Source: an optimization exercise on an open RTL-to-GDS flow (aim: small area and few clock cycles). Production flows keep margins and buffers that such runs may drop. Only simulation tests tie the RTL to the original design; equivalence was not proved. Power and IR drop assume default switching activity.

$ cat flow/run.sh
#!/bin/bash
# synth_recipe.tcl (not shown) runs the flow's synth.tcl, then flattens the netlist and writes it again
# the make line also repeats each setting of config.mk as NAME=value (left out here)
make -C /OpenROAD-flow-scripts/flow DESIGN_CONFIG=/design/flow/config.mk WORK_HOME=/design/flow/orfs CLKGATE_MAP_FILE= SYNTH_SCRIPT=/design/flow/synth_recipe.tcl finish
$ cat flow/config.mk
export PLATFORM = sky130hd
export DESIGN_NAME = l2c_hdlc
export DESIGN_NICKNAME = l2c_hdlc
export VERILOG_FILES = /design/flow/design.v
export SDC_FILE = /design/flow/constraint.sdc
export NUM_CORES = 4
export LEC_CHECK = 0
export CAP_MARGIN = 20
export CORE_MARGIN = 2
export CORE_UTILIZATION = 40
export SLEW_MARGIN = 20
$ cat flow/constraint.sdc
create_clock -name core_clock -period 5.0 [get_ports {clk}]
set_input_delay 1.0000 -clock core_clock [delete_from_list [all_inputs] [get_ports {clk}]]
set_output_delay 1.0000 -clock core_clock [all_outputs]
set_load 0.01 [all_outputs]
$ cat flow/design.v
module l2c_hdlc (
    input  wire       clk,
    input  wire       rst,
    input  wire       tx_valid,
    input  wire [7:0] tx_data,
    input  wire       tx_last,
    input  wire       tx_bad_fcs,
    output wire       tx_ready,
    output reg        line_valid,
    output reg        line_level,
    input  wire       rx_valid,
    input  wire       rx_level,
    output reg        rx_byte_valid,
    output wire [7:0] rx_byte,
    output reg        rx_end_valid,
    output reg        rx_end_ok
);
    localparam [14:0] RX_MAX_ACC = 15'd16390;    
    localparam [15:0] RES_Z = 16'h9F0B;
    localparam [15:0] RES_S = 16'hD92F;
    function [15:0] crc_bit;
        input [15:0] c;
        input        d;
        begin
            crc_bit = (c[0] ^ d) ? ((c >> 1) ^ 16'h8408) : (c >> 1);
        end
    endfunction
    localparam [1:0] T_SFLAG = 2'd0,     
                     T_DATA  = 2'd1,
                     T_FCS   = 2'd2,
                     T_EFLAG = 2'd3;
    reg [1:0]  t_state;
    reg [3:0]  t_cnt;        
    reg [2:0]  t_stuff;      
    reg [15:0] t_crc;
    reg        t_bad;
    wire t_owe  = (t_stuff == 3'd5);             
    wire t_dbit = tx_data[t_cnt[2:0]];
    wire t_fbit = t_crc[0] ^ ~t_bad;
    wire t_flagbit = (t_cnt[2:0] != 3'd0) && (t_cnt[2:0] != 3'd7);
    assign tx_ready = (t_state == T_DATA) && !t_owe && (t_cnt[2:0] == 3'd7);
    reg t_send, t_b;
    always @(*) begin
        t_send = 1'b0;
        t_b    = 1'b0;
        if (t_owe && (t_state == T_DATA || t_state == T_FCS || t_state == T_EFLAG)) begin
            t_send = 1'b1;
            t_b    = 1'b0;
        end else begin
            case (t_state)
                T_SFLAG: begin t_send = tx_valid || (t_cnt[2:0] != 3'd0); t_b = t_flagbit; end
                T_DATA:  begin t_send = tx_valid;                          t_b = t_dbit;    end
                T_FCS:   begin t_send = 1'b1;                              t_b = t_fbit;    end
                default: begin t_send = 1'b1;                              t_b = t_flagbit; end
            endcase
        end
    end
    always @(posedge clk) begin
        if (rst) begin
            t_state    <= T_SFLAG;
            t_cnt      <= 4'd0;
            t_stuff    <= 3'd0;
            line_valid <= 1'b0;
            line_level <= 1'b0;
        end else begin
            line_valid <= t_send;
            if (t_send && !t_b)
                line_level <= ~line_level;
            if (t_owe && t_state != T_SFLAG) begin
                t_stuff <= 3'd0;
            end else begin
                case (t_state)
                    T_SFLAG: begin
                        t_crc   <= 16'hFFFF;
                        t_stuff <= 3'd0;
                        if (t_send) begin
                            t_cnt <= {1'b0, t_cnt[2:0] + 3'd1};
                            if (t_cnt[2:0] == 3'd7)
                                t_state <= T_DATA;
                        end
                    end
                    T_DATA: begin
                        if (tx_valid) begin
                            t_crc   <= crc_bit(t_crc, t_dbit);
                            t_stuff <= t_dbit ? t_stuff + 3'd1 : 3'd0;
                            t_cnt   <= {1'b0, t_cnt[2:0] + 3'd1};
                            if (t_cnt[2:0] == 3'd7 && tx_last) begin
                                t_bad   <= tx_bad_fcs;
                                t_state <= T_FCS;
                            end
                        end
                    end
                    T_FCS: begin
                        t_crc   <= crc_bit(t_crc, t_crc[0]);    
                        t_stuff <= t_fbit ? t_stuff + 3'd1 : 3'd0;
                        t_cnt   <= t_cnt + 4'd1;
                        if (t_cnt == 4'd15)
                            t_state <= T_EFLAG;
                    end
                    default: begin
                        t_stuff <= 3'd0;
                        t_cnt   <= {1'b0, t_cnt[2:0] + 3'd1};
                        if (t_cnt[2:0] == 3'd7)
                            t_state <= T_SFLAG;
                    end
                endcase
            end
        end
    end
    reg        r_lvl;        
    reg [2:0]  r_ones;       
    reg        r_sync;       
    reg        r_stf;        
    reg [14:0] r_len;        
    reg [7:0]  r_shift;      
    reg [15:0] r_crc;        
    assign rx_byte = r_shift;
    wire        r_bit   = (rx_level == r_lvl);       
    wire [2:0]  r_ones1 = (r_ones == 3'd7) ? 3'd7 : r_ones + 3'd1;
    wire [14:0] r_len1  = r_len + 15'd1;
    wire r_abort = r_bit && (r_ones == 3'd6 || r_ones == 3'd7);
    wire r_flag  = !r_bit && (r_ones == 3'd6);
    wire r_app   = r_sync && (r_bit ? (r_ones < 3'd5) : (r_ones != 3'd6 && r_ones != 3'd5));
    wire        r_aligned = (r_len[2:0] == 3'd6);
    wire        r_enough  = (r_len[14:3] >= 12'd3);
    wire        r_fcs_ok  = (r_crc == (r_stf ? RES_S : RES_Z));
    wire        r_have    = (r_len >= 15'd8);        
    always @(posedge clk) begin
        if (rst) begin
            r_lvl         <= 1'b0;
            r_ones        <= 3'd0;
            r_sync        <= 1'b0;
            rx_byte_valid <= 1'b0;
            rx_end_valid  <= 1'b0;
        end else begin
            rx_byte_valid <= 1'b0;
            rx_end_valid  <= 1'b0;
            if (rx_valid) begin
                r_lvl  <= rx_level;
                r_ones <= r_bit ? r_ones1 : 3'd0;
                if (!r_bit)
                    r_stf <= (r_ones == 3'd5);
                if (r_abort || r_flag) begin
                    if (r_sync && r_have) begin
                        rx_end_valid <= 1'b1;
                        rx_end_ok    <= r_flag && r_aligned && r_enough && r_fcs_ok;
                    end
                    r_sync <= r_flag;
                end
                if (r_flag) begin
                    r_len  <= 15'd0;
                    r_crc  <= 16'hFFFF;
                end
                if (r_app) begin
                    r_len   <= r_len1;
                    r_shift <= {r_bit, r_shift[7:1]};
                    r_crc   <= crc_bit(r_crc, r_bit);
                    if (r_len1[2:0] == 3'd0)
                        rx_byte_valid <= 1'b1;
                    if (r_len1 > RX_MAX_ACC) begin
                        rx_end_valid <= 1'b1;
                        rx_end_ok    <= 1'b0;
                        r_sync       <= 1'b0;
                    end
                end
            end
        end
    end
endmodule
==> impl_metrics.env, run 1 <==
export IMPL_firstDrtPassIters=4
export IMPL_dp_hpwl_mm=5.170
export IMPL_hold_class="reg -> reg"
export IMPL_routed_wl_mm=7.314
export IMPL_crit_slowest_cell="clkdlybuf4s50_1"
export IMPL_tightest_slew_ps=708.3
export IMPL_fill_cells=931
export IMPL_drt_iter0_drc=113
export IMPL_clock_tree_buffer_depth=2
export IMPL_grt_max_degree=26
export IMPL_hold_path_endpoint="r_shift[5]"
export IMPL_cts_resized_gates=0
export IMPL_via_count=2747
export IMPL_swShare=0.2482
export IMPL_cp_buffers_inverters=4
export IMPL_syn2layout_area_growth_pct=15.28
export IMPL_ctsRootBufferMaster="clkbuf_8"
export IMPL_critPathLaunch="rx_level"
export IMPL_placed_cell_area_mm2=0.004328
export IMPL_cts_clk_slew_worst_paths_ps=80
export IMPL_clkPwrFrac=0.335
export IMPL_drc=0
export IMPL_hold_viol_final=0
export IMPL_p_int_uw=1017
export IMPL_start_kind="primary input"
export IMPL_worstReg2RegStart="r_lvl"
export IMPL_avgSynthCellArea_um2=10.57
export IMPL_status="timing/DRC/antenna clean"
export IMPL_critPathTopFamily="buffers and inverters"
export IMPL_syn_inst=371
export IMPL_fp_dieW_um=103.0
export IMPL_pwr_share_seq=0.526
export IMPL_ys_seq_area_frac=0.5361
export IMPL_hold_buffers=0
export IMPL_grt_overflow_total=0
export IMPL_path_cells="clkdlybuf4s50_1 -> xor2_2 -> inv_1 -> nor3_2 -> o31ai_2 -> buf_4 -> a21oi_2 -> buf_4"
export IMPL_ys_ff_latch=76
export IMPL_min_from="r_shift[6]"
export IMPL_initial_core_util=0.4068
export IMPL_reg2reg_slack_ps=2540
export IMPL_worst_path_most_repeated_cell="buf_4"
export IMPL_place_congestion=0.8013
export IMPL_critPathArrivalTime_ps=3280
export IMPL_r2r_cells=7
export IMPL_path_class="in -> reg"
export IMPL_switchingPower_uw=335.9
export IMPL_synth_edff_count=58
export IMPL_cts_setup_buffers=0
export IMPL_drive_gt1_frac=0.06948
export IMPL_antenna_cells=0
export IMPL_pin_count=29
export IMPL_track_usage=0.1464
export IMPL_clk_latency_ps=340
export IMPL_wl_per_cell_um=13.65
export IMPL_routed_via_density=5.125
export IMPL_fin_nets=430
export IMPL_endpoint_kind="register"
export IMPL_reg2reg_to="r_crc[0]"
export IMPL_slew_viol_final=0
export IMPL_ant_nets=0
export IMPL_rsz0062_at_grt="no"
export IMPL_final_area_mm2=0.004521
export IMPL_htree_levels=3
export IMPL_hold_depth=0
export IMPL_cp_slowest_stage_delay_ps=520
export IMPL_first_global_vias=2534
export IMPL_die_area_mm2=0.01061
export IMPL_antenna_found_initial=0
export IMPL_final_setup_tns_ps=0
export IMPL_fin_crit_sh=0.6541
export IMPL_fmax_mhz=305.8
export IMPL_p_leak_uw=0.001494
export IMPL_syn_nets=403
export IMPL_cts_buffers=9
export IMPL_period_minus_slack_ps=3270
export IMPL_slew_limit_headroom=0.5260
export IMPL_synthArstFlopShare=0
export IMPL_core_mm2=0.009639
export IMPL_cp_max_fo=25
export IMPL_ir_worst_vdd_mv=0.1654
export IMPL_setup_viol_count_final=0
export IMPL_synth_distinct_cells=53
export IMPL_rows=36
export IMPL_skew_ps=12.44
export IMPL_maxCapViolations=0
export IMPL_port_buffers=28
export IMPL_cp_data_required_time_ps=5010
export IMPL_netlist_area_mm2=0.003921
export IMPL_clkSinkCount=76
export IMPL_synth_ff_type="edfxtp_1"
export IMPL_ys_warnings_count=1
export IMPL_cts_tree="built"
export IMPL_p_comb_frac=0.139
export IMPL_die_h_um=103.0
export IMPL_power_density_mw_per_mm2=299.4
export IMPL_grt_pass1_wl_mm=12.13
==> how the worst max path moves through the flow <==
stage	endpoint	slack (ps)	depth (start not counted)
2_1_floorplan	r_crc[0]	1340	5
3_3_place_gp	r_crc[13]	1460	8
3_5_place_dp	r_crc[7]	1390	8
4_1_cts	r_len[7]	1740	8
5_1_grt	r_len[7]	1610	8
6_report	r_crc[0]	1730	8
==> routing by layer <==
metal | wire, µm | vias up | track usage
li1 | - | 1359 | -
met1 | 3612 | 1326 | 0.2156
met2 | 3265 | 52 | 0.2113
met3 | 319 | 10 | 0.03051
met4 | 116 | 0 | 0.05668
met5 | 0 | - | 0
==> layout make-up <==
type	count	area, µm²	area share
Clock buffer	10	127.6	0.02823
Clock inverter	6	65.06	0.01439
Inverter	18	67.56	0.01495
Multi-Input combinational cell	261	1678	0.3712
Sequential cell	76	2102	0.4650
Tap cell	133	166.4	0.03681
Timing Repair Buffer	32	314.1	0.06947
==> cells in the final DEF (no fill, tap or decap), types with 3 or more instances in the layout <==
cell	n
a21oi_1	16
and2_1	4
and3_1	3
buf_4	3
clkbuf_8	9
clkdlybuf4s50_1	28
clkinv_4	3
dfxtp_1	18
edfxtp_1	58
ha_1	17
inv_1	18
mux2i_1	8
nand2_1	57
nand2b_1	15
nand3_1	16
nand4_1	6
nand4b_1	3
nor2_1	34
nor2b_1	4
nor3_1	6
nor4_1	4
o21ai_0	6
or3_1	6
xnor2_1	11
xor2_1	9
==> cell usage after synthesis, drive strengths merged, types with 9 or more instances <==
library cell | instances | area share
edfxtp | 58 | 0.44
nand2 | 57 | 0.055
nor2 | 34 | 0.033
dfxtp | 18 | 0.092
inv | 18 | 0.017
a21oi | 17 | 0.022
ha | 17 | 0.054
nand3 | 16 | 0.020
nand2b | 15 | 0.024
xnor2 | 11 | 0.025
xor2 | 10 | 0.024
mux2i | 9 | 0.026
==> power groups by stage <==
stage / Sequential (µW) / Combinational, µW / Clock [µW]
floorplan: 724 / 140 / 0
global placement: 726 / 183 / 0
detailed placement: 726 / 188 / 0
CTS: 712 / 189 / 468
global route: 714 / 209 / 501
finish: 711 / 189 / 454
==> sequential cells by signal (all words and copies together), names as in the netlist, 2 cells and up <==
name	flops
r_crc	16
r_len	15
r_ones	3
r_shift	8
t_cnt	4
t_crc	16
t_state	2
t_stuff	3
==> through the flow <==
step,power [µW],hold WS (ps),utilization,setup slack [ps],cells
4_1_cts,1369,453.9,0.4690,1741,536
3_3_place_gp,909.3,433.9,0.4478,1459,519
5_1_grt,1424,478.5,0.4690,1611,536
2_1_floorplan,863.3,459.8,-,1340,371
3_5_place_dp,913.6,442.5,0.4490,1390,520
6_report,1353,454.0,0.4690,1730,536
==> cells by family after synthesis <==
| family | share of synthesized area |
|---|---|
| adders and majority gates | 0.05424 |
| AOI/OAI and AO/OA | 0.07690 |
| xor gates and xnor gates | 0.04882 |
| and+or+nand+nor | 0.2061 |
| muxes | 0.03957 |
| DFF | 0.5361 |
| buffers and inverters | 0.03829 |
Testbench counts, summed over its fixed seeds: cycles 79,843.
==> run 2: changes to the inputs <==
--- a/flow/design.v
+++ b/flow/design.v
@@ -15,7 +15,6 @@
     output reg        rx_end_valid,
     output reg        rx_end_ok
 );
-    localparam [14:0] RX_MAX_ACC = 15'd16390;    
     localparam [15:0] RES_Z = 16'h9F0B;
     localparam [15:0] RES_S = 16'hD92F;
     function [15:0] crc_bit;
@@ -23,6 +22,12 @@
         input        d;
         begin
             crc_bit = (c[0] ^ d) ? ((c >> 1) ^ 16'h8408) : (c >> 1);
+        end
+    endfunction
+    function [2:0] inc3;
+        input [2:0] x;
+        begin
+            inc3 = {x[2] ^ (x[1] & x[0]), x[1] ^ x[0], ~x[0]};
         end
     endfunction
     localparam [1:0] T_SFLAG = 2'd0,     
@@ -74,7 +79,7 @@
                         t_crc   <= 16'hFFFF;
                         t_stuff <= 3'd0;
                         if (t_send) begin
-                            t_cnt <= {1'b0, t_cnt[2:0] + 3'd1};
+                            t_cnt <= {1'b0, inc3(t_cnt[2:0])};
                             if (t_cnt[2:0] == 3'd7)
                                 t_state <= T_DATA;
                         end
@@ -82,8 +87,8 @@
                     T_DATA: begin
                         if (tx_valid) begin
                             t_crc   <= crc_bit(t_crc, t_dbit);
-                            t_stuff <= t_dbit ? t_stuff + 3'd1 : 3'd0;
-                            t_cnt   <= {1'b0, t_cnt[2:0] + 3'd1};
+                            t_stuff <= t_dbit ? inc3(t_stuff) : 3'd0;
+                            t_cnt   <= {1'b0, inc3(t_cnt[2:0])};
                             if (t_cnt[2:0] == 3'd7 && tx_last) begin
                                 t_bad   <= tx_bad_fcs;
                                 t_state <= T_FCS;
@@ -92,14 +97,14 @@
                     end
                     T_FCS: begin
                         t_crc   <= crc_bit(t_crc, t_crc[0]);    
-                        t_stuff <= t_fbit ? t_stuff + 3'd1 : 3'd0;
-                        t_cnt   <= t_cnt + 4'd1;
+                        t_stuff <= t_fbit ? inc3(t_stuff) : 3'd0;
+                        t_cnt   <= {t_cnt[3] ^ (t_cnt[2:0] == 3'd7), inc3(t_cnt[2:0])};
                         if (t_cnt == 4'd15)
                             t_state <= T_EFLAG;
                     end
                     default: begin
                         t_stuff <= 3'd0;
-                        t_cnt   <= {1'b0, t_cnt[2:0] + 3'd1};
+                        t_cnt   <= {1'b0, inc3(t_cnt[2:0])};
                         if (t_cnt[2:0] == 3'd7)
                             t_state <= T_SFLAG;
                     end
@@ -111,20 +116,23 @@
     reg [2:0]  r_ones;       
     reg        r_sync;       
     reg        r_stf;        
-    reg [14:0] r_len;        
+    reg [2:0]  r_bits;       
+    reg [11:0] r_nb;         
     reg [7:0]  r_shift;      
     reg [15:0] r_crc;        
     assign rx_byte = r_shift;
     wire        r_bit   = (rx_level == r_lvl);       
-    wire [2:0]  r_ones1 = (r_ones == 3'd7) ? 3'd7 : r_ones + 3'd1;
-    wire [14:0] r_len1  = r_len + 15'd1;
+    wire [2:0]  r_ones1 = (r_ones == 3'd7) ? 3'd7 : inc3(r_ones);
+    wire [2:0]  r_bits1 = inc3(r_bits);
+    wire [11:0] r_nb1   = {r_nb[10:0], ~(r_nb[11] ^ r_nb[10])};
     wire r_abort = r_bit && (r_ones == 3'd6 || r_ones == 3'd7);
     wire r_flag  = !r_bit && (r_ones == 3'd6);
-    wire r_app   = r_sync && (r_bit ? (r_ones < 3'd5) : (r_ones != 3'd6 && r_ones != 3'd5));
-    wire        r_aligned = (r_len[2:0] == 3'd6);
-    wire        r_enough  = (r_len[14:3] >= 12'd3);
+    wire r_app   = r_sync && (r_bit ? (r_ones[2] == 1'b0 || r_ones == 3'd4) : (r_ones != 3'd6 && r_ones != 3'd5));
+    wire        r_aligned = (r_bits == 3'd6);
+    wire        r_enough  = (r_nb[11:2] != 10'd0) || (r_nb[1:0] == 2'b10);
     wire        r_fcs_ok  = (r_crc == (r_stf ? RES_S : RES_Z));
-    wire        r_have    = (r_len >= 15'd8);        
+    wire        r_have    = (r_nb != 12'd0);          
+    wire        r_long    = (r_nb == 12'hF75) && (r_bits == 3'd6);
     always @(posedge clk) begin
         if (rst) begin
             r_lvl         <= 1'b0;
@@ -148,16 +156,19 @@
                     r_sync <= r_flag;
                 end
                 if (r_flag) begin
-                    r_len  <= 15'd0;
+                    r_bits <= 3'd0;
+                    r_nb   <= 12'd0;
                     r_crc  <= 16'hFFFF;
                 end
                 if (r_app) begin
-                    r_len   <= r_len1;
+                    r_bits  <= r_bits1;
+                    if (r_bits == 3'd7)
+                        r_nb <= r_nb1;
                     r_shift <= {r_bit, r_shift[7:1]};
                     r_crc   <= crc_bit(r_crc, r_bit);
-                    if (r_len1[2:0] == 3'd0)
+                    if (r_bits == 3'd7)
                         rx_byte_valid <= 1'b1;
-                    if (r_len1 > RX_MAX_ACC) begin
+                    if (r_long) begin
                         rx_end_valid <= 1'b1;
                         rx_end_ok    <= 1'b0;
                         r_sync       <= 1'b0;
--- a/flow/config.mk
+++ b/flow/config.mk
@@ -7,5 +7,7 @@
 export LEC_CHECK = 0
 export CAP_MARGIN = 20
 export CORE_MARGIN = 2
-export CORE_UTILIZATION = 40
+export CORE_UTILIZATION = 70
+export CTS_CLUSTER_DIAMETER = 100
+export CTS_CLUSTER_SIZE = 40
 export SLEW_MARGIN = 20
==> run 2 against run 1 <==
Net effect:
- critical endpoint is now r_shift[0]
- clock power increased by 4%
- sequential power increased by 1%
- still clean
- routed wire length decreased by 5.2%
- first-iteration DRC count increased by 100%
- clock skew decreased by 3.9 ps
- via count decreased by 5.8%
==> impl_metrics.env, run 2 <==
export IMPL_die_area_mm2=0.005915
export IMPL_start_kind="primary input"
export IMPL_synth_ff_type="edfxtp_1"
export IMPL_die_h_um=76.91
export IMPL_synth_top_family_by_area="simple AND/OR/NAND/NOR gates"
export IMPL_hold_depth=0
export IMPL_syn_nets=376
export IMPL_syn2layout_area_growth_pct=14.29
export IMPL_synth_most_common_cell="nand2_1"
export IMPL_slew_limit_headroom=0.5088
export IMPL_clkSinkCount=76
export IMPL_crit_slowest_cell="clkdlybuf4s50_1"
export IMPL_fin_nets=402
export IMPL_track_usage=0.2466
export IMPL_routed_wl_mm=6.935
export IMPL_cts_buffers=9
export IMPL_tightest_slew_ps=731.2
export IMPL_synthAdderAreaFrac=0.06052
export IMPL_synth_common_cells="63 x nand2_1, 58 x edfxtp_1, 22 x nor2_1, 19 x inv_1, 19 x nand2b_1"
export IMPL_top_regs="r_crc x16, t_crc x16, r_nb x12"
export IMPL_core_mm2=0.005107
export IMPL_cp_slowest_stage_delay_ps=530
export IMPL_path_depth=5
export IMPL_fmax_mhz=321.4
export IMPL_drc=0
export IMPL_antenna_found_initial=0
export IMPL_firstDrtPassIters=5
export IMPL_first_global_vias=2428
export IMPL_path_cells="clkdlybuf4s50_1 -> xor2_2 -> mux2_2 -> o21ai_0 -> nor2_1"
export IMPL_clk_latency_ps=350
export IMPL_synth_area_leaders="edfxtp_1 47%, dfxtp_1 9.7%, nand2_1 6.4%"
export IMPL_period_minus_slack_ps=3111
export IMPL_synth_edff_count=58
export IMPL_ys_seq_area_frac=0.5649
export IMPL_cp_max_fo=8
export IMPL_clock_tree_buffer_depth=2
export IMPL_final_setup_tns_ps=0
export IMPL_grt_pass1_wl_mm=11.39
export IMPL_synthArstFlopShare=0
export IMPL_ant_nets=0
export IMPL_synthMuxAreaShare=0.02824
export IMPL_ctsRootBufferMaster="clkbuf_8"
export IMPL_cp_buffers_inverters=1
export IMPL_cts_tree="built"
export IMPL_grt_max_degree=25
export IMPL_cts_resized_gates=0
export IMPL_cts_clk_slew_worst_paths_ps=70
export IMPL_syn_inst=343
export IMPL_p_leak_uw=0.001473
export IMPL_ys_ff_latch=76
export IMPL_status="timing/DRC/antenna clean"
export IMPL_drive_gt1_frac=0.07219
export IMPL_endpoint_kind="register"
export IMPL_dpl_worst_slack_ps=1570
export IMPL_cts_setup_buffers=0
export IMPL_via_count=2589
export IMPL_place_congestion=0.8586
export IMPL_synth_top_area_cell="edfxtp_1"
export IMPL_htree_levels=3
export IMPL_critPathArrivalTime_ps=3140
export IMPL_critPathTopFamily="buffers and inverters"
export IMPL_initial_core_util=0.7286
export IMPL_grt_overflow_total=0
export IMPL_fin_crit_sh=0.6223
export IMPL_maxCapViolations=0
export IMPL_synth_compound_area_frac=0.08507
export IMPL_rsz0062_at_grt="no"
export IMPL_dp_hpwl_mm=4.731
export IMPL_port_buffers=28
export IMPL_fin_ws_ps=1889
export IMPL_antenna_cells=0
export IMPL_ys_warnings_count=1
export IMPL_layout_commonest_cell="nand2_1"
export IMPL_fp_dieW_um=76.91
export IMPL_synth_distinct_cells=50
export IMPL_wl_per_cell_um=15.62
export IMPL_layout_common_cells="63 x nand2_1, 58 x edfxtp_1, 28 x clkdlybuf4s50_1"
export IMPL_synthXorXnorAreaFrac=0.03060
export IMPL_avgSynthCellArea_um2=10.85
export IMPL_setup_viol_count_final=0
export IMPL_cp_data_required_time_ps=5030
export IMPL_drt_iter0_drc=228
export IMPL_netlist_area_mm2=0.003721
export IMPL_pin_count=29
export IMPL_rows=26
export IMPL_synth_top_area_share=0.4681
export IMPL_skew_ps=8.573
export IMPL_power_density_mw_per_mm2=320.6
export IMPL_slew_viol_final=0
export IMPL_routed_via_density=5.831
export IMPL_r2r_cells=6
export IMPL_synth_simple_area_share=0.1964
export IMPL_path_class="in -> reg"
export IMPL_hold_buffers=0
export IMPL_hold_viol_final=0
export IMPL_ir_worst_vdd_mv=0.2218
export IMPL_hold_class="reg -> reg"
[run 2: per-layer routing]
| layer | wire (µm) | GRT usage | vias up |
|---|---|---|---|
| met4 | 76 | 0.08000 | 0 |
| met1 | 3213 | 0.3632 | 1230 |
| met3 | 412 | 0.05882 | 10 |
| li1 | - | - | 1256 |
| met2 | 3232 | 0.3640 | 93 |
| met5 | 0 | 0 | - |
[run 2: cell type report]
type	count	area, µm²
clock buffer	10	137.6
clock inverter	6	63.81
fill	298	854.6
inverter	19	71.32
multi-input combinational	234	1503
sequential	76	2102
tap	70	87.58
timing repair buffer	29	287.8
[run 2: power by group]
part | internal (µW) | switching [µW] | total (µW) | leakage, µW
combinational | 87.7 | 85.1 | 173 | 0.000701
clock | 243 | 229 | 472 | 0.0000983
sequential | 694 | 24.7 | 718 | 0.000673
total | 1020 | 339 | 1360 | 0.00147
[run 2: through the flow]
step | total power [µW] | util | cell area, µm² | cells | hold WS, ps
after global routing | 1416 | 0.8327 | 4253 | 444 | 486.8
final | 1363 | 0.8327 | 4253 | 444 | 454.4
after floorplan | 855.0 | - | 3721 | 343 | 439.9
after CTS | 1367 | 0.8315 | 4247 | 444 | 460.3
after global placement | 893.4 | 0.7920 | 4045 | 428 | 431.8
after detailed placement | 903.3 | 0.7920 | 4045 | 428 | 433.2
[run 2: cell families after synthesis]
family,count (synthesis)
xor+xnor,9
fa+ha+maj,18
buf+inv,33
flops,76
simple gates,148
compound gates,49
mux,10
[run 2: final timing paths]
kind / from / endpoint / slack, ps
max: rx_level / r_shift[0] / 1890
min: r_shift[1] / r_shift[0] / 450
max reg2reg: t_state[0] / line_level / 2560
min reg2reg: r_shift[1] / r_shift[0] / 450
[run 2: worst register-to-register path, delay by kind of cell, from the launching register on]
kind / cells / cell delay [ps]
AO/OA/AOI/OAI: 2 / 540
adder cells (fa/ha/maj): 1 / 740
buffers and inverters: 1 / 80
flip-flops: 1 / 390
multiplexers: 1 / 380
AND/OR/NAND/NOR: 1 / 200
Testbench counts of run 2, summed over its fixed seeds: cycles 79,843.
==> run 3: changes to the inputs <==
--- a/flow/config.mk
+++ b/flow/config.mk
@@ -7,7 +7,5 @@
 export LEC_CHECK = 0
 export CAP_MARGIN = 20
 export CORE_MARGIN = 2
-export CORE_UTILIZATION = 70
-export CTS_CLUSTER_DIAMETER = 100
-export CTS_CLUSTER_SIZE = 40
+export CORE_UTILIZATION = 40
 export SLEW_MARGIN = 20
==> run 3 against run 2 <==
Net effect:
- utilization shrank 36 points
- routed wire length barely moved
- clock skew increased by 1.8 ps
- sequential share of layout area is 0.77 points lower
- final cell count grew 9.5%
- clock-buffer cell count is the same
- total power up 2.8%
- setup slack worse by 12 ps
- clock power grew 9.3%
- non-clock buffer count rose by 1
==> impl_metrics.env, run 3 <==
export IMPL_cts_resized_gates=0
export IMPL_antenna_cells=0
export IMPL_die_area_mm2=0.01009
export IMPL_synth_distinct_cells=50
export IMPL_synth_ff_type="edfxtp_1"
export IMPL_p_comb_frac=0.119
export IMPL_htree_levels=3
export IMPL_hold_viol_final=0
export IMPL_swShare=0.2423
export IMPL_cts_tree="built"
export IMPL_routed_wl_mm=6.929
export IMPL_period_minus_slack_ps=3123
export IMPL_cts_clk_slew_worst_paths_ps=90
export IMPL_grt_max_degree=25
export IMPL_cp_data_required_time_ps=5200
export IMPL_use_met1=0.2331
export IMPL_synth_common_cells="63 x nand2_1, 58 x edfxtp_1, 22 x nor2_1, 19 x inv_1, 19 x nand2b_1"
export IMPL_layout_common_cells="63 x nand2_1, 58 x edfxtp_1, 28 x clkdlybuf4s50_1"
export IMPL_place_congestion=0.7745
export IMPL_synthArstFlopShare=0
export IMPL_final_setup_tns_ps=0
export IMPL_hold_buffers=0
export IMPL_setup_viol_count_final=0
export IMPL_initial_core_util=0.4066
export IMPL_synth_top_area_share=0.4681
export IMPL_layout_commonest_cell="nand2_1"
export IMPL_pin_count=29
export IMPL_slew_viol_final=0
export IMPL_ys_warnings_count=1
export IMPL_ys_seq_area_frac=0.5649
export IMPL_ir_worst_vdd_mv=0.1617
export IMPL_netlist_area_mm2=0.003721
export IMPL_syn2layout_area_growth_pct=16.11
export IMPL_post_place_cells=470
export IMPL_pwr_share_seq=0.513
export IMPL_clk_latency_ps=340
export IMPL_p_leak_uw=0.001481
export IMPL_clkPwrFrac=0.368
export IMPL_antenna_found_initial=0
export IMPL_firstDrtPassIters=5
export IMPL_grt_pass1_wl_mm=11.85
export IMPL_cts_setup_buffers=0
export IMPL_critPathArrivalTime_ps=3320
export IMPL_synth_edff_count=58
export IMPL_ctsRootBufferMaster="clkbuf_8"
export IMPL_top_regs="r_crc x16, t_crc x16, r_nb x12"
export IMPL_ys_ff_latch=76
export IMPL_synth_area_leaders="edfxtp_1 47%, dfxtp_1 9.7%, nand2_1 6.4%"
export IMPL_skew_ps=10.38
export IMPL_p_int_uw=1062
export IMPL_tightest_slew_ps=721.7
export IMPL_avgSynthCellArea_um2=10.85
export IMPL_syn_inst=343
export IMPL_grt_busiest_layer="met1"
export IMPL_slew_limit_headroom=0.5171
export IMPL_rows=35
export IMPL_path_class="in -> reg"
export IMPL_drc=0
export IMPL_final_util=0.4720
export IMPL_clkSinkCount=76
export IMPL_fmax_mhz=320.2
export IMPL_fp_dieW_um=100.5
export IMPL_stdcell_count=486
export IMPL_power_density_mw_per_mm2=324.4
export IMPL_switchingPower_uw=339.7
export IMPL_dp_hpwl_mm=4.848
export IMPL_ant_nets=0
export IMPL_synth_top_area_cell="edfxtp_1"
export IMPL_routed_via_density=5.111
export IMPL_via_count=2484
export IMPL_first_global_vias=2349
export IMPL_cts_buffers=9
export IMPL_maxCapViolations=0
export IMPL_clock_tree_buffer_depth=2
export IMPL_use_met2=0.2044
export IMPL_die_h_um=100.5
export IMPL_hold_class="reg -> reg"
export IMPL_track_usage=0.1484
export IMPL_wl_per_cell_um=14.26
export IMPL_core_mm2=0.009153
export IMPL_endpoint_kind="register"
export IMPL_grt_overflow_total=0
export IMPL_start_kind="primary input"
export IMPL_fin_crit_sh=0.6246
export IMPL_syn_nets=376
export IMPL_port_buffers=28
export IMPL_drive_gt1_frac=0.06933
export IMPL_synth_most_common_cell="nand2_1"
export IMPL_whs_ps=455.9
export IMPL_rsz0062_at_grt="no"
export IMPL_drt_iter0_drc=157
export IMPL_cp_max_fo=13
export IMPL_fin_nets=403
export IMPL_met3_usage=0.02705
export IMPL_status="timing/DRC/antenna clean"
[run 3: power by group through the flow]
stage	registers, µW	logic (µW)	clock network (µW)
finish	719	167	516
global route	723	191	549
CTS	719	170	524
detailed placement	733	169	0
global placement	733	165	0
floorplan	721	134	0
[run 3: path summary, 6_finish.rpt]
| check | depth (start not counted) | slack, ps | start | end |
|---|---|---|---|---|
| worst max-delay path | 6 | 1880 | rx_level | rx_end_ok |
| worst max register to register | 6 | 2610 | t_state[1] | line_level |
| worst min register to register | 0 | 460 | r_shift[5] | r_shift[4] |
| worst min-delay path | 0 | 460 | r_shift[5] | r_shift[4] |
[run 3: critical path, cell delays in order]
cell and delay (ps):
clkdlybuf4s50_1 510, xor2_2 380, nand3_2 330, or4_1 600
a2111o_1 350, a21boi_1 140
[run 3: kinds of logic (layout without fill, tap and decap cells)]
kind of cell / count (synthesis) / in the layout / synth area share
XOR/XNOR: 9 / 9 / 0.03060
buffers and inverters: 33 / 65 / 0.03430
adder cells (fa/ha/maj): 18 / 18 / 0.06053
flip-flops: 76 / 76 / 0.5649
multiplexers: 10 / 10 / 0.02824
AND/OR/NAND/NOR: 148 / 148 / 0.1964
AO/OA/AOI/OAI: 49 / 49 / 0.08507
[run 3: layer usage]
metal	vias up	wire length (µm)
li1	1262	-
met1	1174	3644
met2	43	2993
met3	5	234
met4	0	57
met5	-	0
[run 3: area by class of cell]
| class | count | area (µm²) |
|---|---|---|
| repair buffers | 30 | 295.3 |
| fillers | 841 | 4832 |
| inverters | 19 | 71.32 |
| flip-flops and latches | 76 | 2102 |
| well taps | 111 | 138.9 |
| clock inverters | 6 | 88.84 |
| clock buffers | 10 | 127.6 |
| multi-input cells | 234 | 1496 |
[run 3: through the flow]
| stage | cell area [µm²] | power, µW | worst slack (ps) |
|---|---|---|---|
| after CTS | 4320 | 1413 | 1877 |
| after floorplan | 3721 | 855.0 | 1921 |
| final | 4320 | 1402 | 1877 |
| after global routing | 4320 | 1463 | 1767 |
| after detailed placement | 4104 | 902.5 | 1534 |
| after global placement | 4104 | 898.0 | 1621 |
==> run 4: changes to the inputs <==
==> flow/flow/run.sh (new file) <==
#!/bin/bash
# Standard ORFS layout, with the smallest buffer as each port's buffer.
set -euo pipefail
export BUFFER_PORTS_ARGS="-buffer_cell sky130_fd_sc_hd__buf_1"
bash standard.sh > standard_flow.log 2>&1
==> flow/standard.sh (new file) <==
#!/bin/bash
# synth_recipe.tcl (not shown) runs the flow's synth.tcl, then flattens the netlist and writes it again
# the make line also repeats each setting of config.mk as NAME=value (left out here)
make -C /OpenROAD-flow-scripts/flow DESIGN_CONFIG=/design/flow/config.mk WORK_HOME=/design/flow/orfs CLKGATE_MAP_FILE= SYNTH_SCRIPT=/design/flow/synth_recipe.tcl "${@:-finish}"
removed: flow/run.sh
==> run 4 against run 3 <==
Net effect:
- clock skew fell by 4.5 ps
- routed wire length fell by 2.1%
- synthesized area did not move
- setup slack improved by 360 ps
- flip-flop and latch count did not move
- sequential power barely moved
- critical endpoint unchanged
- largest power group unchanged
==> impl_metrics.env, run 4 <==
export IMPL_synth_simple_area_share=0.1964
export IMPL_synth_top_area_share=0.4681
export IMPL_drive_gt1_frac=0.06417
export IMPL_syn_nets=376
export IMPL_avgSynthCellArea_um2=10.85
export IMPL_slew_limit_headroom=0.4837
export IMPL_synth_edff_count=58
export IMPL_synth_top_area_cell="edfxtp_1"
export IMPL_setup_viol_count_final=0
export IMPL_cp_max_fo=13
export IMPL_cts_buffers=9
export IMPL_layout_common_cells="63 x nand2_1, 58 x edfxtp_1, 28 x buf_1"
export IMPL_drt_iter0_drc=74
export IMPL_grt_overflow_total=0
export IMPL_fmax_mhz=362.0
export IMPL_synth_area_leaders="edfxtp_1 47%, dfxtp_1 9.7%, nand2_1 6.4%"
export IMPL_synthXorXnorAreaFrac=0.03060
export IMPL_ctsRootBufferMaster="clkbuf_8"
export IMPL_final_setup_tns_ps=0
export IMPL_ys_warnings_count=1
export IMPL_path_class="in -> reg"
export IMPL_cp_slowest_stage_delay_ps=620
export IMPL_endpoint_kind="register"
export IMPL_clock_tree_buffer_depth=2
export IMPL_swShare=0.2448
export IMPL_port_buffers=28
export IMPL_maxCapViolations=0
export IMPL_rows=35
export IMPL_p_int_uw=992.3
export IMPL_synth_distinct_cells=50
export IMPL_cts_tree="built"
export IMPL_fin_crit_sh=0.5524
export IMPL_hold_buffers=0
export IMPL_critPathArrivalTime_ps=2960
export IMPL_hold_viol_final=0
export IMPL_fp_dieW_um=100.5
export IMPL_rsz0062_at_grt="no"
export IMPL_synth_ff_type="edfxtp_1"
export IMPL_clk_latency_ps=340
export IMPL_cts_setup_buffers=0
export IMPL_p_leak_uw=0.001391
export IMPL_synth_compound_area_frac=0.08507
export IMPL_die_area_mm2=0.01009
export IMPL_skew_ps=5.857
export IMPL_grt_pass1_wl_mm=11.16
export IMPL_clkSinkCount=76
export IMPL_critPathTopFamily="simple AND/OR/NAND/NOR gates"
export IMPL_synth_most_common_cell="nand2_1"
export IMPL_drc=0
export IMPL_pwr_share_seq=0.546
export IMPL_synthMuxAreaShare=0.02824
export IMPL_top_regs="r_crc x16, t_crc x16, r_nb x12"
export IMPL_first_global_vias=2299
export IMPL_htree_levels=3
export IMPL_synth_top_family_by_area="simple AND/OR/NAND/NOR gates"
export IMPL_syn2layout_area_growth_pct=10.46
export IMPL_antenna_cells=0
export IMPL_core_mm2=0.009153
export IMPL_power_uw=1314
export IMPL_netlist_area_mm2=0.003721
export IMPL_via_count=2506
export IMPL_ys_ff_latch=76
export IMPL_ys_seq_area_frac=0.5649
export IMPL_cp_data_required_time_ps=5200
export IMPL_dp_hpwl_mm=4.679
export IMPL_synthArstFlopShare=0
export IMPL_syn_inst=343
export IMPL_ir_worst_vdd_mv=0.09981
export IMPL_place_congestion=0.7904
export IMPL_slew_viol_final=0
export IMPL_cts_clk_slew_worst_paths_ps=80
export IMPL_start_kind="primary input"
export IMPL_synthAdderAreaFrac=0.06052
export IMPL_crit_slowest_cell="or4_1"
export IMPL_status="timing/DRC/antenna clean"
export IMPL_switchingPower_uw=321.6
export IMPL_clkPwrFrac=0.337
export IMPL_fin_nets=402
export IMPL_cts_resized_gates=0
export IMPL_period_minus_slack_ps=2762
export IMPL_power_density_mw_per_mm2=319.7
export IMPL_path_cells="buf_1 -> xor2_2 -> nand3_2 -> or4_1 -> a2111o_1 -> a21boi_1"
export IMPL_initial_core_util=0.4066
export IMPL_synth_common_cells="63 x nand2_1, 58 x edfxtp_1, 22 x nor2_1, 19 x inv_1, 19 x nand2b_1"
export IMPL_routed_via_density=5.167
export IMPL_hold_class="reg -> reg"
export IMPL_p_comb_frac=0.117
export IMPL_layout_commonest_cell="nand2_1"
export IMPL_tightest_slew_ps=764.5
export IMPL_track_usage=0.1423
export IMPL_routed_wl_mm=6.781
export IMPL_antenna_found_initial=0
export IMPL_ant_nets=0
export IMPL_wl_per_cell_um=13.98
export IMPL_grt_max_degree=25
export IMPL_firstDrtPassIters=4
export IMPL_pin_count=29
export IMPL_die_h_um=100.5
export IMPL_cp_buffers_inverters=1
[run 4: cell count changes in the layout (fill, tap and decap cells not counted), moves of 2 or more]
cell,previous run,this run
clkdlybuf4s50_1,28,0
buf_1,0,28
clkinv_2,0,2
clkinv_4,2,0
[run 4: power by group through the flow]
| stage | clock, µW | sequential (µW) | combinational (µW) |
|---|---|---|---|
| 2_1_floorplan | 0 | 721 | 134 |
| 3_3_place_gp | 0 | 731 | 152 |
| 6_report | 443 | 717 | 153 |
| 4_1_cts | 460 | 718 | 155 |
| 3_5_place_dp | 0 | 732 | 154 |
| 5_1_grt | 484 | 721 | 175 |
[run 4: final timing paths]
check | startpoint | to | slack [ps] | cells after the start
max | rx_level | rx_end_ok | 2240 | 6
min | r_shift[6] | r_shift[5] | 450 | 0
max reg2reg | t_state[0] | line_level | 2520 | 6
min reg2reg | r_shift[6] | r_shift[5] | 450 | 0
[run 4: final cells by class]
class / count / area (µm²)
Fill cell: 876 / 5042
Sequential cell: 76 / 2102
Multi-Input combinational cell: 234 / 1503
Tap cell: 111 / 138.9
Clock buffer: 10 / 127.6
Timing Repair Buffer: 29 / 112.6
Inverter: 19 / 71.32
Clock inverter: 6 / 55.05
[run 4: kinds of logic (layout without fill, tap and decap cells)]
| kind of cell | Yosys count | in the layout |
|---|---|---|
| muxes | 10 | 10 |
| AOI/OAI and AO/OA | 49 | 49 |
| adders and majority gates | 18 | 18 |
| buffers and inverters | 33 | 64 |
| DFF | 76 | 76 |
| and+or+nand+nor | 148 | 148 |
| xor gates and xnor gates | 9 | 9 |
[run 4: per-layer routing]
layer  GRT usage  part of all wire  vias up
met5           0                 0        -
met1      0.2128              0.53     1195
met4     0.06006             0.016        0
met3     0.03051             0.032       11
li1            -                 -     1265
met2      0.1993              0.42       35
[run 4: metrics by stage]
step | utilization | cells | hold slack [ps] | setup slack, ps | instance area (µm²)
3_5_place_dp | 0.4284 | 469 | 434.7 | 1893 | 3921
5_1_grt | 0.4491 | 485 | 455.6 | 2134 | 4110
3_3_place_gp | 0.4284 | 469 | 431.2 | 1976 | 3921
4_1_cts | 0.4484 | 485 | 452.2 | 2256 | 4104
2_1_floorplan | - | 343 | 439.9 | 1921 | 3721
6_report | 0.4491 | 485 | 450.1 | 2238 | 4110
==> run 5: changes to the inputs <==
==> flow/flow/run.sh (replaced) <==
#!/bin/bash
# Standard ORFS layout, with the smallest buffer as each port's buffer and
# no dummy clock loads.
set -euo pipefail
export BUFFER_PORTS_ARGS="-buffer_cell sky130_fd_sc_hd__buf_1"
export CTS_ARGS="-sink_clustering_enable -repair_clock_nets -dont_use_dummy_load"
bash standard.sh > standard_flow.log 2>&1
==> run 5 against run 4 <==
Net effect:
- clock-buffer cell count decreased by 1
- synthesized area unchanged
- clock power decreased by 21%
- final area decreased by 1.4%
- die area unchanged
- utilization decreased by 0.64 points
==> impl_metrics.env, run 5 <==
export IMPL_antenna_cells=0
export IMPL_synth_area_leaders="edfxtp_1 47%, dfxtp_1 9.7%, nand2_1 6.4%"
export IMPL_multiInputGateArea_mm2=0.001503
export IMPL_drive_gt1_frac=0.05450
export IMPL_cts_buffers=9
export IMPL_synth_distinct_cells=50
export IMPL_dp_hpwl_mm=4.679
export IMPL_hold_class="reg -> reg"
export IMPL_cp_data_required_time_ps=5190
export IMPL_dpl_worst_slack_ps=1893
export IMPL_placed_cell_area_mm2=0.003921
export IMPL_final_area_mm2=0.004051
export IMPL_ir_worst_vdd_mv=0.09792
export IMPL_rows=35
export IMPL_pwr_share_seq=0.587
export IMPL_grt_overflow_total=0
export IMPL_synth_ff_type="edfxtp_1"
export IMPL_stdcell_count=478
export IMPL_power_uw=1222
export IMPL_skew_ps=10.66
export IMPL_rsz0062_at_grt="no"
export IMPL_grt_max_degree=25
export IMPL_cts_setup_buffers=0
export IMPL_final_setup_tns_ps=0
export IMPL_fin_nets=402
export IMPL_clkSinkCount=76
export IMPL_ctsRootBufferMaster="clkbuf_8"
export IMPL_track_usage=0.1419
export IMPL_reg2reg_slack_ps=2530
export IMPL_routed_via_density=5.178
export IMPL_p_leak_uw=0.001365
export IMPL_synth_top_area_cell="edfxtp_1"
export IMPL_cts_resized_gates=0
export IMPL_fin_ws_ps=2237
export IMPL_drc=0
export IMPL_clkPwrFrac=0.287
export IMPL_drt_iter0_drc=97
export IMPL_hold_viol_final=0
export IMPL_post_place_cells=469
export IMPL_layout_commonest_cell="nand2_1"
export IMPL_core_mm2=0.009153
export IMPL_syn_nets=376
export IMPL_wl_met3_um=158
export IMPL_fmax_mhz=361.9
export IMPL_top_regs="r_crc x16, t_crc x16, r_nb x12"
export IMPL_routed_wl_mm=6.736
export IMPL_start_kind="primary input"
export IMPL_clk_latency_ps=330
export IMPL_synth_edff_count=58
export IMPL_cp_max_fo=13
export IMPL_path_class="in -> reg"
export IMPL_clock_tree_buffer_depth=2
export IMPL_pin_count=29
export IMPL_seq_area_mm2=0.002102
export IMPL_switchingPower_uw=294.1
export IMPL_p_comb_frac=0.125
export IMPL_wl_per_cell_um=14.09
export IMPL_endpoint_kind="register"
export IMPL_dr_wl_met2_mm=2.829
export IMPL_die_area_mm2=0.01009
export IMPL_htree_levels=3
export IMPL_syn2layout_area_growth_pct=8.877
export IMPL_cts_clk_slew_worst_paths_ps=70
export IMPL_grt_pass1_wl_mm=11.14
export IMPL_slew_limit_headroom=0.4879
export IMPL_via_count=2475
export IMPL_fp_dieW_um=100.5
export IMPL_period_minus_slack_ps=2763
export IMPL_fill_cells=877
export IMPL_dr_max_layer_used="met4"
export IMPL_synth_most_common_cell="nand2_1"
export IMPL_slew_viol_final=0
export IMPL_initial_core_util=0.4066
export IMPL_layout_common_cells="63 x nand2_1, 58 x edfxtp_1, 28 x buf_1"
export IMPL_synthArstFlopShare=0
export IMPL_ys_ff_latch=76
export IMPL_first_global_vias=2296
export IMPL_place_congestion=0.7904
export IMPL_syn_inst=343
export IMPL_p_int_uw=927.9
export IMPL_hold_buffers=0
export IMPL_ys_seq_area_frac=0.5649
export IMPL_status="timing/DRC/antenna clean"
export IMPL_port_buffers=28
export IMPL_antenna_found_initial=0
export IMPL_ant_nets=0
export IMPL_synth_top_area_share=0.4681
export IMPL_avgSynthCellArea_um2=10.85
export IMPL_power_density_mw_per_mm2=301.6
export IMPL_fin_crit_sh=0.5526
export IMPL_netlist_area_mm2=0.003721
export IMPL_setup_viol_count_final=0
export IMPL_cts_tree="built"
export IMPL_synth_common_cells="63 x nand2_1, 58 x edfxtp_1, 22 x nor2_1, 19 x inv_1, 19 x nand2b_1"
export IMPL_tightest_slew_ps=768.2
export IMPL_die_h_um=100.5
export IMPL_firstDrtPassIters=6
export IMPL_swShare=0.2407
export IMPL_wl_met1_mm=3.650
export IMPL_ys_warnings_count=1
export IMPL_critPathArrivalTime_ps=2950
export IMPL_maxCapViolations=0
run 5: worst max-delay path, cell delays in order:
cell and delay [ps]:
buf_1 140, xor2_2 370, nand3_2 320, or4_1 620
a2111o_1 350, a21boi_1 140
run 5: cells by family (layout without fill, tap and decap cells):
| family | after synthesis | in the layout | synth area share |
|---|---|---|---|
| simple gates | 148 | 148 | 0.1964 |
| flops | 76 | 76 | 0.5649 |
| fa+ha+maj | 18 | 18 | 0.06053 |
| xor+xnor | 9 | 9 | 0.03060 |
| compound gates | 49 | 49 | 0.08507 |
| mux | 10 | 10 | 0.02824 |
| buf+inv | 33 | 57 | 0.03430 |
run 5: power groups by stage:
stage,logic (µW),clock network (µW),registers (µW)
detailed placement,154,0,732
CTS,155,366,718
global placement,152,0,731
global route,175,392,721
floorplan,134,0,721
finish,153,351,718
run 5: layout make-up:
class	instances	area share
well taps	111	0.03428
repair buffers	29	0.02779
inverters	19	0.01760
multi-input cells	234	0.3709
flip-flops and latches	76	0.5188
clock buffers	9	0.03057
run 5: metal layers:
layer | vias up | global-route usage
li1 | 1260 | -
met1 | 1180 | 0.2146
met2 | 26 | 0.1972
met3 | 9 | 0.03051
met4 | 0 | 0.05690
met5 | - | 0
run 5: path summary, 6_finish.rpt:
kind              start    endpoint  cells after the start
max            rx_level   rx_end_ok                      6
max reg2reg  t_state[0]  line_level                      6
min          r_shift[6]  r_shift[5]                      0
min reg2reg  r_shift[6]  r_shift[5]                      0
run 5: per-stage QoR:
step / hold slack [ps] / utilization
3_5_place_dp: 434.7 / 0.4284
2_1_floorplan: 439.9 / -
4_1_cts: 450.8 / 0.4420
3_3_place_gp: 431.2 / 0.4284
6_report: 448.6 / 0.4427
5_1_grt: 453.9 / 0.4427
==> run 6: changes to the inputs <==
==> flow/flow/run.sh (replaced) <==
#!/bin/bash
# Standard ORFS layout, with the smallest buffer as each port's buffer and
# a small clock tree without dummy loads.
set -euo pipefail
export BUFFER_PORTS_ARGS="-buffer_cell sky130_fd_sc_hd__buf_1"
export CTS_ARGS="-sink_clustering_enable -sink_clustering_size 80 -sink_clustering_max_diameter 200 -repair_clock_nets -dont_use_dummy_load"
bash standard.sh > standard_flow.log 2>&1
==> run 6 against run 5 <==
Net effect:
- still clean on timing, DRC and antenna
- global-route usage unchanged
- register-to-register slack about the same
- sequential power about the same
- clock power about the same
- synthesized area unchanged
- die area unchanged
- total power unchanged
- non-clock buffer count unchanged
- setup slack unchanged
- critical path depth unchanged
- critical endpoint unchanged
- highest routed layer unchanged
==> impl_metrics.env, run 6 <==
export IMPL_top_regs="r_crc x16, t_crc x16, r_nb x12"
export IMPL_cts_setup_buffers=0
export IMPL_cp_max_fo=13
export IMPL_firstDrtPassIters=6
export IMPL_pin_count=29
export IMPL_track_usage=0.1419
export IMPL_grt_pass1_wl_mm=11.14
export IMPL_synthMuxAreaShare=0.02824
export IMPL_grt_overflow_total=0
export IMPL_drt_iter0_drc=97
export IMPL_routed_via_density=5.178
export IMPL_synthXorXnorAreaFrac=0.03060
export IMPL_critPathArrivalTime_ps=2950
export IMPL_endpoint_kind="register"
export IMPL_setup_viol_count_final=0
export IMPL_fill_cells=877
export IMPL_ys_ff_latch=76
export IMPL_fin_nets=402
export IMPL_syn_inst=343
export IMPL_cts_clk_slew_worst_paths_ps=70
export IMPL_p_leak_uw=0.001365
export IMPL_synth_common_cells="63 x nand2_1, 58 x edfxtp_1, 22 x nor2_1, 19 x inv_1, 19 x nand2b_1"
export IMPL_synth_edff_count=58
export IMPL_cts_buffers=9
export IMPL_antenna_found_initial=0
export IMPL_synth_top_area_share=0.4681
export IMPL_synth_compound_area_frac=0.08507
export IMPL_power_density_mw_per_mm2=301.6
export IMPL_critPathLaunch="rx_level"
export IMPL_grt_max_degree=25
export IMPL_synth_ff_type="edfxtp_1"
export IMPL_drive_gt1_frac=0.05450
export IMPL_ir_worst_vdd_mv=0.09792
export IMPL_clkPwrFrac=0.287
export IMPL_hold_class="reg -> reg"
export IMPL_slew_limit_headroom=0.4879
export IMPL_maxCapViolations=0
export IMPL_dp_hpwl_mm=4.679
export IMPL_ctsRootBufferMaster="clkbuf_8"
export IMPL_cts_resized_gates=0
export IMPL_clk_latency_ps=330
export IMPL_slew_viol_final=0
export IMPL_synth_most_common_cell="nand2_1"
export IMPL_p_comb_frac=0.125
export IMPL_antenna_cells=0
export IMPL_worstReg2RegStart="t_state[0]"
export IMPL_switchingPower_uw=294.1
export IMPL_ys_warnings_count=1
export IMPL_synthAdderAreaFrac=0.06052
export IMPL_syn_nets=376
export IMPL_synth_simple_area_share=0.1964
export IMPL_skew_ps=10.66
export IMPL_synth_distinct_cells=50
export IMPL_layout_commonest_cell="nand2_1"
export IMPL_hold_buffers=0
export IMPL_layout_common_cells="63 x nand2_1, 58 x edfxtp_1, 28 x buf_1"
export IMPL_post_place_cells=469
export IMPL_rows=35
export IMPL_cp_data_required_time_ps=5190
export IMPL_hold_viol_final=0
export IMPL_synth_top_family_by_area="simple AND/OR/NAND/NOR gates"
export IMPL_status="timing/DRC/antenna clean"
export IMPL_crit_slowest_cell="or4_1"
export IMPL_place_congestion=0.7904
export IMPL_cp_slowest_stage_delay_ps=620
export IMPL_period_minus_slack_ps=2763
export IMPL_port_buffers=28
export IMPL_min_from="r_shift[6]"
export IMPL_start_kind="primary input"
export IMPL_path_class="in -> reg"
export IMPL_via_count=2475
export IMPL_stdcell_count=478
export IMPL_path_cells="buf_1 -> xor2_2 -> nand3_2 -> or4_1 -> a2111o_1 -> a21boi_1"
export IMPL_drc=0
export IMPL_synthArstFlopShare=0
export IMPL_synth_top_area_cell="edfxtp_1"
export IMPL_fp_dieW_um=100.5
export IMPL_die_area_mm2=0.01009
export IMPL_p_int_uw=927.9
export IMPL_avgSynthCellArea_um2=10.85
export IMPL_rsz0062_at_grt="no"
export IMPL_ys_seq_area_frac=0.5649
export IMPL_pwr_share_seq=0.587
export IMPL_wl_per_cell_um=14.09
export IMPL_syn2layout_area_growth_pct=8.877
export IMPL_tightest_slew_ps=768.2
export IMPL_routed_wl_mm=6.736
export IMPL_htree_levels=3
export IMPL_die_h_um=100.5
export IMPL_netlist_area_mm2=0.003721
export IMPL_initial_core_util=0.4066
export IMPL_swShare=0.2407
export IMPL_final_setup_tns_ps=0
export IMPL_first_global_vias=2296
export IMPL_clock_tree_buffer_depth=2
export IMPL_fmax_mhz=361.9
export IMPL_fin_crit_sh=0.5526
export IMPL_clkSinkCount=76
export IMPL_synth_area_leaders="edfxtp_1 47%, dfxtp_1 9.7%, nand2_1 6.4%"
export IMPL_ant_nets=0
export IMPL_core_mm2=0.009153
export IMPL_cts_tree="built"
[run 6: cell counts in the layout (fill, tap and decap cells not counted)]
No cell type changed its count.
[run 6: area by class of cell]
| cell class | instances | area, µm² | area share |
|---|---|---|---|
| Inverter | 19 | 71.32 | 0.01760 |
| Tap cell | 111 | 138.9 | 0.03428 |
| Clock buffer | 9 | 123.9 | 0.03057 |
| Timing Repair Buffer | 29 | 112.6 | 0.02779 |
| Sequential cell | 76 | 2102 | 0.5188 |
| Multi-Input combinational cell | 234 | 1503 | 0.3709 |
[run 6: power groups by stage]
stage	clock [µW]	sequential (µW)	combinational [µW]
final	351	718	153
after floorplan	0	721	134
after detailed placement	0	732	154
after CTS	366	718	155
after global placement	0	731	152
after global routing	392	721	175
[run 6: through the flow]
stage	cell area (µm²)	setup WS, ps	power, µW	utilization	hold WS [ps]
2_1_floorplan	3721	1921	855.0	-	439.9
6_report	4051	2237	1222	0.4427	448.6
4_1_cts	4045	2243	1240	0.4420	450.8
5_1_grt	4051	2129	1288	0.4427	453.9
3_5_place_dp	3921	1893	886.2	0.4284	434.7
3_3_place_gp	3921	1976	882.9	0.4284	431.2
[run 6: worst paths after layout]
path	end	slack, ps	cells past startpoint
max	rx_end_ok	2240	6
min	r_shift[5]	450	0
max reg2reg	line_level	2530	6
min reg2reg	r_shift[5]	450	0
[run 6: critical path: cells and delay by family]
| family | cells | cell delay [ps] |
|---|---|---|
| AOI/OAI and AO/OA | 2 | 490 |
| xor gates and xnor gates | 1 | 370 |
| buffers and inverters | 1 | 140 |
| and+or+nand+nor | 2 | 940 |
[run 6: logic make-up (layout without fill, tap and decap cells)]
kind of cell	Yosys count	after routing
fa+ha+maj	18	18
xor+xnor	9	9
simple gates	148	148
compound gates	49	49
buf+inv	33	57
flops	76	76
mux	10	10
[run 6: routing by layer]
metal,part of all wire,vias up,wire length [µm],GRT usage
li1,-,1260,-,-
met1,0.54,1180,3650,0.2146
met2,0.42,26,2829,0.1972
met3,0.023,9,158,0.03051
met4,0.014,0,97,0.05690
met5,0,-,0,0

-- what the ideal ports hide --
In the flow no input, the clock included, has a driving cell. The finished layouts below were timed again as built, in two steps. Step 1: set_driving_cell puts a clkbuf_16 on clk and a buf_2 on each other input, an assumption about the parent block. Step 2 adds t to the input delays and takes it off the output delays; t is the mean of the earliest and latest rising clock arrival at the registers after step 1. Input paths then give back, and output paths get back, about the clock's delay inside the block. Three values: ideal ports, drivers, drivers and shift; two values: the first two.
run | t, ns | setup WS [ns] | hold slack, ns | worst setup path after step 2
run 1 | 0.362 | 1.730 / 1.737 / 1.374 | 0.454 / 0.454 / 0.454 | input to register
run 2 | 0.372 | 1.889 / 1.876 / 1.521 | 0.454 / 0.454 / 0.454 | input to register
run 3 | 0.366 | 1.877 / 1.876 / 1.521 | 0.456 / 0.456 / 0.456 | input to register
run 4 | 0.370 | 2.238 / 2.246 / 1.877 | 0.450 / 0.450 / 0.450 | input to register
run 5 | 0.361 | 2.237 / 2.247 / 1.886 | 0.449 / 0.449 / 0.449 | input to register
run 6 | 0.361 | 2.237 / 2.247 / 1.886 | 0.449 / 0.449 / 0.449 | input to register
After both steps every run listed still meets setup and hold. For run 2, which loses most, drivers alone change the setup slack by -0.013 ns; drivers and shift together by -0.368 ns.
